What follows belongs to an exercise in optimizing a design on an open flow for small area, a short achievable clock period and few clock cycles; a production flow would make more cautious choices.
Where RTL was checked, it was by simulation tests only, not by an equivalence proof against the original.

==> violet <==
==> flow/design.v <==
module batbot_codec (
    input  wire       clk,
    input  wire       rst,           
    input  wire       rx_valid,
    input  wire [7:0] rx_data,
    input  wire       rx_last,
    output wire       rx_ready,
    output wire       tx_valid,
    output wire [7:0] tx_data,
    output wire       tx_last,
    input  wire       tx_ready,
    input  wire [3:0] enc_a,
    input  wire [3:0] enc_b
);
    localparam RB   = 5;             
    localparam RCAP = 25;            
    localparam FB   = 2;             
    localparam FDEP = 4;             
    localparam [1:0] T_ERR = 2'd0, T_SHORT = 2'd1, T_ANGLE = 2'd2, T_ECHO = 2'd3;
    function [15:0] crc_table;
        input [7:0] index;
        integer b;
        reg [15:0] c;
        begin
            c = {index, 8'h00};
            for (b = 0; b < 8; b = b + 1)
                c = c[15] ? ((c << 1) ^ 16'h8005) : (c << 1);
            crc_table = c;
        end
    endfunction
    function [15:0] crc_update;
        input [15:0] accum;
        input [7:0]  data;
        begin
            crc_update = {accum[7:0], 8'h00} ^ crc_table(accum[15:8] ^ data);
        end
    endfunction
    function [15:0] quad_delta;
        input [3:0] index;
        begin
            case (index)
                4'd1, 4'd7, 4'd8, 4'd14:  quad_delta = 16'hFFFF;
                4'd2, 4'd4, 4'd11, 4'd13: quad_delta = 16'h0001;
                default:                  quad_delta = 16'h0000;
            endcase
        end
    endfunction
    function [RB-1:0] rinc;
        input [RB-1:0] p;
        rinc = (p == RCAP - 1) ? {RB{1'b0}} : p + 1'b1;
    endfunction
    reg        rx_ready_r;
    reg        in_v;
    reg  [7:0] in_d;
    reg        in_last;
    assign rx_ready = rx_ready_r;
    wire take = rx_valid & rx_ready_r;
    reg  [2:0]  pos;         
    reg  [4:0]  cnt;         
    reg         bad;         
    reg  [4:0]  flen;
    reg  [7:0]  fid;
    reg  [2:0]  fop;
    reg         op_bad;
    reg         np_ok;
    reg         is_echo;
    reg  [15:0] crc;
    reg         crc_hi_ok;
    reg  [7:0]    ring [0:RCAP-1];
    reg  [RB-1:0] wp, cp, rp;            
    reg  [RB:0]   rcnt;                  
    reg  [RB:0]   ccnt;                  
    wire          ring_full = (rcnt == RCAP);
    wire          rd_ring;
    reg  [1:0]  f_typ [0:FDEP-1];
    reg  [9:0]  f_inf [0:FDEP-1];
    reg  [FB:0] f_cnt;
    wire        f_full = (f_cnt == FDEP);
    wire        f_has  = (f_cnt != 0);
    wire p_param  = (pos == 3'd5) && (cnt >= 5'd3);
    wire p_write  = p_param && is_echo && !bad;
    wire stall    = (in_last && f_full) || (p_write && ring_full);
    wire consume  = in_v && !stall;
    wire done     = consume && in_last;
    wire fr_ok    = !bad && (pos >= 3'd3) && (cnt == 5'd1);
    wire crc_ok   = crc_hi_ok && (in_d == crc[7:0]);
    wire id_bad   = (fid[7:2] != 6'd0);
    wire [2:0] status = !crc_ok ? 3'd3 : op_bad ? 3'd2 : id_bad ? 3'd4 : !np_ok ? 3'd5 : 3'd0;
    wire ok       = crc_ok && !op_bad && !id_bad && np_ok;
    wire push     = done && fr_ok;
    wire commit   = push && ok && is_echo;
    wire wr_ring  = consume && p_write;
    wire discard  = done && !commit;
    wire        setzero;
    wire [1:0]  setzero_id;
    reg  [1:0]  es [0:3];
    reg  [1:0]  ep [0:3];
    reg  [1:0]  ph [0:3];
    reg  [3:0]  ev_up, ev_dn;        
    reg  [15:0] ticks [0:3];
    integer i;
    always @(posedge clk) begin
        for (i = 0; i < 4; i = i + 1) begin
            es[i] <= {enc_a[i], enc_b[i]};
            ep[i] <= rst ? {enc_a[i], enc_b[i]} : es[i];
            if (rst || (setzero && setzero_id == i)) begin
                ph[i]    <= 2'b00;
                ev_up[i] <= 1'b0;
                ev_dn[i] <= 1'b0;
                ticks[i] <= 16'd0;
            end else begin
                ev_up[i] <= 1'b0;
                ev_dn[i] <= 1'b0;
                if (es[i] != ep[i]) begin
                    ph[i]    <= es[i];
                    ev_up[i] <= (quad_delta({ph[i], es[i]}) == 16'h0001);
                    ev_dn[i] <= (quad_delta({ph[i], es[i]}) == 16'hFFFF);
                end
                if (ev_up[i] | ev_dn[i])
                    ticks[i] <= ticks[i] + {{15{ev_dn[i]}}, 1'b1};
            end
        end
    end
    wire [15:0] crc_in  = (pos == 3'd2) ? 16'h0000 : crc;
    wire [15:0] crc_nx  = crc_update(crc_in, in_d);
    reg         np_calc;
    always @(*) begin
        case (in_d)
            8'd0:    np_calc = 1'b1;
            8'd1:    np_calc = (flen == 5'd4);
            8'd2:    np_calc = (flen == 5'd4);
            8'd3:    np_calc = (flen == 5'd5);
            8'd4:    np_calc = (flen == 5'd10);
            8'd5:    np_calc = (flen == 5'd4);
            8'd6:    np_calc = (flen == 5'd6);
            default: np_calc = 1'b0;
        endcase
    end
    wire [2:0]  pos_n = done ? 3'd0 : (pos == 3'd5) ? pos : pos + 3'd1;
    wire [4:0]  cnt_n = (pos == 3'd2) ? in_d[4:0] : (cnt != 5'd0) ? cnt - 5'd1 : cnt;
    wire        in_v_n    = take | (in_v & ~consume);
    wire        in_last_n = take ? rx_last : in_last;
    wire        f_full_n  = f_full | ((f_cnt == FDEP - 1) & push);
    wire        hold_n    = in_v_n & in_last_n & f_full_n;
    wire        r_full_n  = ring_full | ((rcnt == RCAP - 1) & wr_ring);
    wire        echo_pn   = consume ? ((pos == 3'd4) ? (in_d == 8'd0) : (pos == 3'd5) & is_echo & (cnt_n >= 5'd3))
                                    : (pos == 3'd5) & is_echo & (cnt >= 5'd3);
    wire        rblk_n    = echo_pn & r_full_n;
    wire [RB:0] rcnt_p = rcnt + 1'b1;
    wire [RB:0] rcnt_m = rcnt - 1'b1;
    wire [RB:0] ccnt_m = ccnt - 1'b1;
    wire [RB:0] rcnt_a = discard ? ccnt   : wr_ring ? rcnt_p : rcnt;
    wire [RB:0] rcnt_r = discard ? ccnt_m : wr_ring ? rcnt   : rcnt_m;
    wire [RB:0] ccnt_a = commit ? (wr_ring ? rcnt_p : rcnt) : ccnt;
    wire [RB:0] ccnt_r = commit ? (wr_ring ? rcnt : rcnt_m) : ccnt_m;
    always @(posedge clk) begin
        if (rst) begin
            in_v       <= 1'b0;
            rx_ready_r <= 1'b0;
            pos        <= 3'd0;
            bad        <= 1'b0;
            wp         <= 0;
            cp         <= 0;
            rcnt       <= 0;
            ccnt       <= 0;
        end else begin
            in_v       <= in_v_n;
            rx_ready_r <= ~hold_n & ~rblk_n;
            if (consume) begin
                pos <= pos_n;
                case (pos)
                    3'd0: bad <= (in_d != 8'hFF);
                    3'd1: bad <= bad | (in_d != 8'h00);
                    3'd2: bad <= bad | (in_d < 8'd4) | (in_d > 8'd29);
                    default: if (cnt == 5'd0) bad <= 1'b1;
                endcase
                if (done) bad <= 1'b0;
            end
            if (discard)
                wp <= cp;
            else if (wr_ring)
                wp <= rinc(wp);
            if (commit)
                cp <= wr_ring ? rinc(wp) : wp;
            rcnt <= rd_ring ? rcnt_r : rcnt_a;
            ccnt <= rd_ring ? ccnt_r : ccnt_a;
        end
        if (take) begin
            in_d    <= rx_data;
            in_last <= rx_last;
        end
        if (consume) begin
            cnt <= cnt_n;
            if (pos == 3'd2)
                flen <= in_d[4:0];
            if (pos == 3'd2 || (pos >= 3'd3 && cnt >= 5'd3))
                crc <= crc_nx;
            if (cnt == 5'd2)
                crc_hi_ok <= (in_d == crc[15:8]);
            if (pos == 3'd3)
                fid <= in_d;
            if (pos == 3'd4) begin
                fop     <= in_d[2:0];
                op_bad  <= (in_d > 8'd6);
                is_echo <= (in_d == 8'd0);
                np_ok   <= np_calc;
            end
        end
        if (wr_ring)
            ring[wp] <= in_d;
    end
    wire        pop;
    wire [1:0]  push_typ = !ok ? T_ERR : is_echo ? T_ECHO : (fop == 3'd2) ? T_ANGLE : T_SHORT;
    wire [1:0]  st2      = status[2] ? {1'b1, status[0]} : {1'b0, status[0]};
    wire [9:0]  push_inf = !ok ? {st2, fid} : is_echo ? {3'd0, flen, fid[1:0]} :
                           {5'd0, fop, fid[1:0]};
    integer k;
    always @(posedge clk) begin
        if (rst)
            f_cnt <= 0;
        else if (pop)
            f_cnt <= push ? f_cnt : f_cnt - 1'b1;
        else if (push)
            f_cnt <= f_cnt + 1'b1;
        for (k = 0; k < FDEP - 1; k = k + 1) begin
            if (pop) begin
                if (push && f_cnt == k + 1) begin
                    f_typ[k] <= push_typ;
                    f_inf[k] <= push_inf;
                end else begin
                    f_typ[k] <= f_typ[k + 1];
                    f_inf[k] <= f_inf[k + 1];
                end
            end else if (push && f_cnt == k) begin
                f_typ[k] <= push_typ;
                f_inf[k] <= push_inf;
            end
        end
        if (!pop && push && f_cnt == FDEP - 1) begin
            f_typ[FDEP - 1] <= push_typ;
            f_inf[FDEP - 1] <= push_inf;
        end
    end
    reg         tx_valid_r;
    reg  [7:0]  tx_data_r;
    reg         tx_last_r;
    reg  [2:0]  tp;              
    reg  [4:0]  tleft;           
    reg  [15:0] tcrc;
    reg         tc_in;           
    reg         tc_first;        
    assign tx_valid = tx_valid_r;
    assign tx_data  = tx_data_r;
    assign tx_last  = tx_last_r;
    wire [1:0]  h_typ  = f_typ[0];
    wire [9:0]  h_inf  = f_inf[0];
    wire        h_echo = (h_typ == T_ECHO);
    wire        h_ang  = (h_typ == T_ANGLE);
    wire [7:0]  h_id   = (h_typ == T_ERR) ? h_inf[7:0] : {6'd0, h_inf[1:0]};
    wire [4:0]  h_len  = h_echo ? h_inf[6:2] : h_ang ? 5'd6 : 5'd5;
    wire        h_body = (tp == 3'd5);
    wire        h_crch = h_body && (tleft == 5'd2);
    wire        h_last = h_body && (tleft == 5'd1);
    wire        h_ring = h_echo && h_body && (tleft >= 5'd3);
    wire        h_wait;
    wire [15:0] tcrc_nx = crc_update(tc_first ? 16'h0000 : tcrc, tx_data_r);
    reg         dbusy;
    reg  [1:0]  dph;             
    reg  [1:0]  did_r;
    reg  [2:0]  dcnt;
    reg         dneg;
    reg  [7:0]  drem;
    reg  [11:0] dq;
    wire        cand_head = f_has && (tp == 3'd0) && h_ang;
    wire        cand_next = (f_cnt >= 2) && (tp != 3'd0) && (f_typ[1] == T_ANGLE);
    wire        dgo       = !dbusy && (cand_head || cand_next);
    wire [1:0]  did       = cand_head ? h_inf[1:0] : f_inf[1][1:0];
    wire [15:0] tsel = {drem[3:0], dq};
    wire [15:0] tu   = tsel[15] ? ~tsel : tsel;
    wire [19:0] x18  = {tu, 4'd0} + {3'd0, tu, 1'b0} + (tsel[15] ? 20'd18 : 20'd0);
    wire [10:0] b2   = {1'b0, drem, dq[11], dq[10]};
    wire [10:0] s1   = b2 - 11'd175;
    wire [10:0] s2   = b2 - 11'd350;
    wire [10:0] s3   = b2 - 11'd525;
    wire        ge1  = !s1[10];
    wire        ge2  = !s2[10];
    wire        ge3  = !s3[10];
    wire [7:0]  rnx  = ge3 ? s3[7:0] : ge2 ? s2[7:0] : ge1 ? s1[7:0] : b2[7:0];
    wire [1:0]  qd   = ge3 ? 2'd3 : ge2 ? 2'd2 : ge1 ? 2'd1 : 2'd0;
    wire [15:0] vout = dneg ? (16'd0 - {4'd0, dq}) : {4'd0, dq};
    assign h_wait = h_ang && h_body && (tleft == 5'd4) && (!dbusy || dph != 2'd2 || dcnt != 3'd0);
    reg  [7:0]  tbyte;
    always @(*) begin
        case (tp)
            3'd0: tbyte = 8'hFF;
            3'd1: tbyte = 8'h00;
            3'd2: tbyte = {3'd0, h_len};
            3'd3: tbyte = h_id;
            3'd4: tbyte = (h_typ == T_ERR) ? 8'h01 : (h_typ == T_SHORT) ? {5'd0, h_inf[4:2]} :
                          h_ang ? 8'h02 : 8'h00;
            default: tbyte = (tleft == 5'd2) ? tcrc_nx[15:8] :
                             (tleft == 5'd1) ? tcrc[7:0] :
                             h_echo ? ring[rp] :
                             h_ang ? ((tleft == 5'd4) ? vout[15:8] : vout[7:0]) :
                             (h_typ == T_ERR) ? {5'd0, h_inf[9], ~h_inf[9], h_inf[8]} : 8'h00;
        endcase
    end
    wire can  = f_has && !h_wait;
    wire adv  = !tx_valid_r || tx_ready;
    wire load = adv && can;
    assign pop     = load && h_last;
    assign rd_ring = load && h_ring;
    assign setzero    = f_has && (tp == 3'd0) && (h_typ == T_SHORT) && (h_inf[4:2] == 3'd5);
    assign setzero_id = h_inf[1:0];
    always @(posedge clk) begin
        if (rst) begin
            dbusy <= 1'b0;
            dph   <= 2'd0;
        end else begin
            if (dgo) begin
                dbusy <= 1'b1;
                dph   <= 2'd3;
                did_r <= did;
            end else if (dph == 2'd3) begin
                dph   <= 2'd1;
                {drem, dq} <= {4'd0, ticks[did_r]};
            end else if (dph == 2'd1) begin
                dph   <= 2'd2;
                drem  <= x18[19:12];
                dq    <= x18[11:0];
                dneg  <= tsel[15];
                dcnt  <= 3'd6;
            end else if (dcnt != 3'd0) begin
                drem  <= rnx;
                dq    <= {dq[9:0], qd};
                dcnt  <= dcnt - 3'd1;
            end
            if (load && h_ang && h_body && (tleft == 5'd3))
                dbusy <= 1'b0;
        end
    end
    always @(posedge clk) begin
        if (rst) begin
            tx_valid_r <= 1'b0;
            tp         <= 3'd0;
            rp         <= 0;
            tc_in      <= 1'b0;
        end else begin
            if (adv)
                tx_valid_r <= can;
            if (load) begin
                tx_data_r <= tbyte;
                tx_last_r <= h_last;
                tc_in     <= ((tp >= 3'd2) && (tp <= 3'd4)) || (h_body && (tleft >= 5'd3));
                tc_first  <= (tp == 3'd2);
                if (tc_in)
                    tcrc <= tcrc_nx;
                if (tp == 3'd4)
                    tleft <= h_len - 5'd2;
                else if (h_body)
                    tleft <= tleft - 5'd1;
                if (h_last)
                    tp <= 3'd0;
                else if (!h_body)
                    tp <= tp + 3'd1;
                if (h_ring)
                    rp <= rinc(rp);
            end
        end
    end
endmodule
==> flow/run.sh <==
#!/bin/bash
# synth_recipe.tcl (not shown) runs the flow's synth.tcl, then flattens the netlist and writes it again
# the make line also repeats each setting of config.mk as NAME=value (left out here)
make -C /OpenROAD-flow-scripts/flow DESIGN_CONFIG=/design/flow/config.mk WORK_HOME=/design/flow/orfs CLKGATE_MAP_FILE= SYNTH_SCRIPT=/design/flow/synth_recipe.tcl finish
==> flow/config.mk <==
export PLATFORM = sky130hd
export DESIGN_NAME = batbot_codec
export DESIGN_NICKNAME = batbot_codec
export VERILOG_FILES = /design/flow/design.v
export SDC_FILE = /design/flow/constraint.sdc
export NUM_CORES = 4
export LEC_CHECK = 0
export CAP_MARGIN = 20
export CORE_MARGIN = 2
export CORE_UTILIZATION = 25
export PLACE_DENSITY = 0.5
export SLEW_MARGIN = 20
==> flow/constraint.sdc <==
create_clock -name core_clock -period 10.0 [get_ports {clk}]
set_input_delay 2.0000 -clock core_clock [delete_from_list [all_inputs] [get_ports {clk}]]
set_output_delay 2.0000 -clock core_clock [all_outputs]
set_load 0.01 [all_outputs]
==> cedar: changes against violet <==
--- a/flow/design.v
+++ b/flow/design.v
@@ -93,7 +93,6 @@
     wire discard  = done && !commit;
     wire        setzero;
     wire [1:0]  setzero_id;
-    reg  [1:0]  es [0:3];
     reg  [1:0]  ep [0:3];
     reg  [1:0]  ph [0:3];
     reg  [3:0]  ev_up, ev_dn;        
@@ -101,8 +100,7 @@
     integer i;
     always @(posedge clk) begin
         for (i = 0; i < 4; i = i + 1) begin
-            es[i] <= {enc_a[i], enc_b[i]};
-            ep[i] <= rst ? {enc_a[i], enc_b[i]} : es[i];
+            ep[i] <= {enc_a[i], enc_b[i]};
             if (rst || (setzero && setzero_id == i)) begin
                 ph[i]    <= 2'b00;
                 ev_up[i] <= 1'b0;
@@ -111,10 +109,10 @@
             end else begin
                 ev_up[i] <= 1'b0;
                 ev_dn[i] <= 1'b0;
-                if (es[i] != ep[i]) begin
-                    ph[i]    <= es[i];
-                    ev_up[i] <= (quad_delta({ph[i], es[i]}) == 16'h0001);
-                    ev_dn[i] <= (quad_delta({ph[i], es[i]}) == 16'hFFFF);
+                if ({enc_a[i], enc_b[i]} != ep[i]) begin
+                    ph[i]    <= {enc_a[i], enc_b[i]};
+                    ev_up[i] <= (quad_delta({ph[i], enc_a[i], enc_b[i]}) == 16'h0001);
+                    ev_dn[i] <= (quad_delta({ph[i], enc_a[i], enc_b[i]}) == 16'hFFFF);
                 end
                 if (ev_up[i] | ev_dn[i])
                     ticks[i] <= ticks[i] + {{15{ev_dn[i]}}, 1'b1};
==> flow/flow/run.sh (new file) <==
#!/bin/bash
# The standard layout, with two changes to how it is made:
#  - the port buffers are buf_4 cells
#  - repair_timing aims for more setup slack than the standard flow does
set -euo pipefail
bash standard.sh \
  "BUFFER_PORTS_ARGS=-buffer_cell sky130_fd_sc_hd__buf_4" \
  SETUP_SLACK_MARGIN=${MARGIN:-6.85} \
  finish > standard.log 2>&1
==> flow/standard.sh (new file) <==
#!/bin/bash
# synth_recipe.tcl (not shown) runs the flow's synth.tcl, then flattens the netlist and writes it again
# the make line also repeats each setting of config.mk as NAME=value (left out here)
make -C /OpenROAD-flow-scripts/flow DESIGN_CONFIG=/design/flow/config.mk WORK_HOME=/design/flow/orfs CLKGATE_MAP_FILE= SYNTH_SCRIPT=/design/flow/synth_recipe.tcl "${@:-finish}"
Settings changed: CTS_BUF_LIST from default to sky130_fd_sc_hd__clkbuf_8, CTS_CLUSTER_DIAMETER from default to 50, CTS_CLUSTER_SIZE from default to 16.
removed: flow/run.sh
==> flow_metrics.py <==
metrics = {
    "outcome": {
        "outcome": "complete, no violations",
    },
    "final_layout": {
        "drive_gt1_share_pct": 15.2,
    },
    "setup_path": {
        "cp_cell_sequence": "buf_6",
    },
    "drt": {
        "m1WireLength_um": 32500,
    },
    "grt": {
        "grt_pass1_wl_um": 104000,
    },
    "sta": {
        "min_period_ns": 3.39,
        "final.setup.worst_slack_ns": 6.61,
    },
    "yosys": {
        "synth_area_leaders": "edfxtp_1 37%, dfxtp_1 12%, ha_1 7.0%",
    },
}
# the run above: cedar

==> flow_metrics.py <==
metrics = {
    "outcome": {
        "outcome": "complete, no violations",
    },
    "sta": {
        "min_period_ns": 4.81,
        "final.setup.worst_slack_ns": 5.19,
    },
    "setup_path": {
        "cp_cell_sequence": "clkdlybuf4s50_1 > nand2b_1 > nand3_1 > nor3_4 > inv_1 > ha_1 > and2_1",
    },
    "final_layout": {
        "fillers": 11100,
        "drive_gt1_share_pct": 10.2,
    },
    "yosys": {
        "synth_area_leaders": "edfxtp_1 36%, dfxtp_1 12%, ha_1 6.8%",
    },
    "worst_hold_path": {
        "min_to": "cp[2]",
    },
    "grt": {
        "grt_pass1_wl_um": 106000,
    },
    "drt": {
        "m1WireLength_um": 31700,
    },
}
# the run above: violet

Testbench counts of cedar, summed over its fixed seeds: cycles 17,791.
The RTL of violet was laid out without a check of its function.

re-timing with driven ports:
Ports are ideal in the flow. The routed layouts listed here were re-timed in OpenROAD.
Step 1 sets driving cells, clkbuf_16 on the clock port and buf_2 on the other inputs (assumed; they add their load-dependent delay and slew).
Step 2 times the ports against the registers' clock, not the clock port: input delays grow and output delays shrink by t, the midpoint of the rising clock arrivals with the driver on.
a / b / c = no drivers / after step 1 / after step 2; a / b = the first two.
| run | shift t [ns] | setup WS [ns] | worst register clock-pin slew, ns | pins driven straight from the clock port |
|---|---|---|---|---|
| violet | 0.699 | 5.186 / 5.218 / 4.519 | 0.07 / 0.07 | 1 |
| cedar | 0.760 | 6.612 / 6.552 / 6.188 | 0.11 / 0.11 | 1 |
After both steps setup and hold are still met in every run listed. For violet, which loses most, drivers alone change the setup slack by +0.032 ns; drivers and shift together by -0.667 ns.
